This design comes from an exercise in tuning for small area and few clock cycles on the open sky130 flow, not from production work.
In this exercise RTL edits were held to simulation tests only and were not proved equivalent to the original.
No activity file was given, so power comes from the tool's default toggle rates.

## monome_engine
module monome_engine (
    input  wire         clk,
    input  wire         rst,             
    input  wire         connected,       
    input  wire         rx_valid,
    input  wire [7:0]   rx_data,
    output wire         rx_ready,
    output wire         tx_valid,
    output wire [7:0]   tx_data,
    input  wire         tx_ready,
    output wire         idle,
    output wire [511:0] grid_led,
    output reg          grid_dirty,
    output reg          arc_dirty,
    input  wire         grid_dirty_clr,
    input  wire         arc_dirty_clr,
    output wire         gq_valid,
    output wire [7:0]   gq_x,
    output wire [7:0]   gq_y,
    output wire         gq_pressed,
    input  wire         gq_pop,
    output wire         aq_valid,
    output wire         aq_press,        
    output wire [7:0]   aq_index,
    output wire [7:0]   aq_value,        
    input  wire         aq_pop
);
    function [5:0] plast;
        input [7:0] o;
        begin
            case (o)
                8'h17, 8'h19, 8'h51, 8'h52:                 plast = 6'd62;   
                8'h06, 8'h08, 8'h10, 8'h11, 8'h20, 8'h21,
                8'h50, 8'h91:                               plast = 6'd63;   
                8'h04, 8'h15, 8'h16, 8'h18, 8'h90:          plast = 6'd0;    
                8'h93:                                      plast = 6'd1;    
                8'h1B, 8'h1C:                               plast = 6'd3;    
                8'h14:                                      plast = 6'd7;    
                8'h02:                                      plast = 6'd29;   
                8'h92:                                      plast = 6'd30;   
                default:                                    plast = 6'd31;   
            endcase
        end
    endfunction
    function has_payload;
        input [7:0] o;
        begin
            case (o)
                8'h02, 8'h04, 8'h06, 8'h08, 8'h10, 8'h11, 8'h14, 8'h15, 8'h16,
                8'h17, 8'h18, 8'h19, 8'h1A, 8'h1B, 8'h1C, 8'h20, 8'h21, 8'h50,
                8'h51, 8'h52, 8'h90, 8'h91, 8'h92, 8'h93: has_payload = 1'b1;
                default:                                  has_payload = 1'b0;
            endcase
        end
    endfunction
  ...
Size: roughly 2300 cells after synthesis, ~1100 flip-flops, roughly 580 I/O pins, ~36000 um2 of cells after synthesis.
==> flow/config.mk <==
export PLATFORM = sky130hd
export DESIGN_NAME = monome_engine
export DESIGN_NICKNAME = monome_engine
export VERILOG_FILES = /design/flow/design.v
export SDC_FILE = /design/flow/constraint.sdc
export NUM_CORES = 4
export LEC_CHECK = 0
export CAP_MARGIN = 20
export CORE_MARGIN = 2
export CORE_UTILIZATION = 60
export SLEW_MARGIN = 20
==> flow/constraint.sdc <==
create_clock -name core_clock -period 10.0 [get_ports {clk}]
set_input_delay 2.0000 -clock core_clock [delete_from_list [all_inputs] [get_ports {clk}]]
set_output_delay 2.0000 -clock core_clock [all_outputs]
set_load 0.01 [all_outputs]
standard.sh (not shown) runs the stock make flow with config.mk's settings and CLKGATE_MAP_FILE= SYNTH_SCRIPT=/design/flow/synth_recipe.tcl, a recipe that flattens the netlist after the stock synthesis.
==> flow/flow/run.sh <==
#!/bin/bash
# The standard layout, with these changes: port buffers use the smallest
# buffer cell, and clock tree synthesis adds no dummy loads and clusters
# up to 25 flip-flops (within 150 um) per leaf buffer.
set -euo pipefail
export BUFFER_PORTS_ARGS="-buffer_cell sky130_fd_sc_hd__buf_1"
export CTS_ARGS="-sink_clustering_enable -repair_clock_nets -dont_use_dummy_load -sink_clustering_size 25 -sink_clustering_max_diameter 150"
bash standard.sh finish > standard_flow.log 2>&1
Testbench counts at the start, summed over its fixed seeds: cycles 35,137.
Change:
--- a/flow/design.v
+++ b/flow/design.v
@@ -83,18 +83,20 @@
     wire        gq_ok    = !gq_fill && (gq_n[3:1] == 3'd0 || rp == gq_tp);
     wire        aq_ok    = !aq_fill && (aq_n[3:1] == 3'd0 || rp == aq_tp);
     wire        q_wait   = phase && (((pcnt == 6'd63) && (op == 8'h20 || op == 8'h21) && !gq_ok) ||
                                      ((pcnt == 6'd63) && op == 8'h50 && !aq_ok) ||
                                      ((pcnt == 6'd62) && (op == 8'h51 || op == 8'h52) && !aq_ok));
     wire        id_wait  = phase && op == 8'h02 && pcnt != 6'd62 && ph != pcnt[4:0] + 5'd2;
     assign rx_ready = connected && !clearing && !conflict && !q_wait && !id_wait;
     wire        acc = rx_valid && rx_ready;
     wire        last = phase ? (pcnt == plast(op)) : !has_payload(b);
+    wire        done = acc && last;                  
+    wire [7:0]  eop  = phase ? op : b;               
     wire        at_p0  = acc && phase && (pcnt == 6'd62);
     wire        at_p1  = acc && phase && (pcnt == 6'd63);
     wire        at_dat = acc && phase && !pcnt[5];
     wire [4:0]  k      = pcnt[4:0];
     always @(posedge clk) begin
         if (rst) begin
             phase <= 1'b0;
         end else if (acc) begin
             if (!phase) begin
@@ -136,32 +138,31 @@
         id[31] <= id_in;
     end
     always @(posedge clk) begin
         if (rst)
             ph <= 5'd0;
         else
             ph <= id_p0 ? 5'd1 : ph + 5'd1;
     end
     wire [4:0] id_slot  = 5'd0 - tx_cnt[4:0] - ph;
-    wire       id_ready = (id_slot[1:0] == 2'b00);
-    wire grid_cmd = (b >= 8'h10 && b <= 8'h1C && b != 8'h17);
-    wire arc_cmd  = (b >= 8'h90 && b <= 8'h93);
-    wire op_acc   = acc && !phase;
+    wire       id_ready = (id_slot[4:3] == 2'b00);
+    wire grid_cmd = (eop >= 8'h10 && eop <= 8'h1C && eop != 8'h17);
+    wire arc_cmd  = (eop >= 8'h90 && eop <= 8'h93);
     always @(posedge clk) begin
         if (rst) begin
             grid_dirty <= 1'b1;
             arc_dirty  <= 1'b0;
         end else begin
-            if (op_acc && grid_cmd)
+            if (done && grid_cmd)
                 grid_dirty <= 1'b1;
             else if (grid_dirty_clr)
                 grid_dirty <= 1'b0;
-            if (op_acc && arc_cmd)
+            if (done && arc_cmd)
                 arc_dirty <= 1'b1;
             else if (arc_dirty_clr)
                 arc_dirty <= 1'b0;
         end
     end
     wire        xv     = (p0[7:4] == 4'd0);
     wire        bv     = (b[7:3] == 5'd0);
     wire [3:0]  hi     = b[7:4];
     wire [3:0]  lo     = b[3:0];
@@ -389,19 +390,19 @@
     reg [7:0] rom;
     always @* begin
         rom = 8'h00;
         case (tx_kind)
             K_00: case (tx_cnt[2:0])
                       3'd5: rom = 8'h01;
                       3'd4, 3'd2, 3'd1: rom = 8'h02;
                       default: rom = 8'h00;
                   endcase
-            K_01: rom = (tx_cnt == 6'd33) ? 8'h01 : id[{id_slot[4:2], 2'b00}];
+            K_01: rom = (tx_cnt == 6'd33) ? 8'h01 : id[id_slot[2:0]];
             K_03: case (tx_cnt[2:0])
                       3'd4: rom = 8'h02;
                       3'd3: rom = 8'h01;
                       default: rom = 8'h00;
                   endcase
             K_05: case (tx_cnt[1:0])
                       2'd3: rom = 8'h03;
                       2'd2: rom = 8'h10;
                       default: rom = 8'h08;
=>
- power fell by a few percent
- via count stays flat
- area after synthesis goes up slightly
- setup slack gets worse by 0.28 ns
- utilization came out higher by 0.12 points
- critical path depth is unchanged
- final area grows slightly
- wire length came out lower slightly
- global-route usage shrinks by 0.12 points
- worst hold slack is better by 0.021 ns
- flip-flop and latch count does not change
- combinational power fell by about a fifth
- first-iteration DRC count decreases by about a fifth
Testbench counts after the change, summed over its fixed seeds: cycles 35,278.

## afterwards: timing with drivers on the ports
The results above use ideal ports. As a check the final layouts listed here were re-extracted and re-timed, cells and wires unchanged. Step 1, drivers: a clkbuf_16 drives clk and a buf_2 each remaining input, both assumed. Step 2 moves the port delays by t, midway between the first and last clock arrival at a register: inputs arrive t later, outputs are due t later. That takes back most of the time a late clock gives input paths. Three values: ideal, step 1, step 2; two values: the first two.
run	shift t [ns]	setup slack, ns	worst data-port slew with drivers (ns)	cell pins on the clock port's net
the first run	0.683	3.545 / 3.491 / 3.491	0.09	1
the second run	0.668	3.267 / 3.242 / 3.242	0.05	1
After both steps setup and hold are still met in every run listed. For the first run, which loses most, drivers alone change the setup slack by -0.054 ns; drivers and shift together by -0.054 ns.
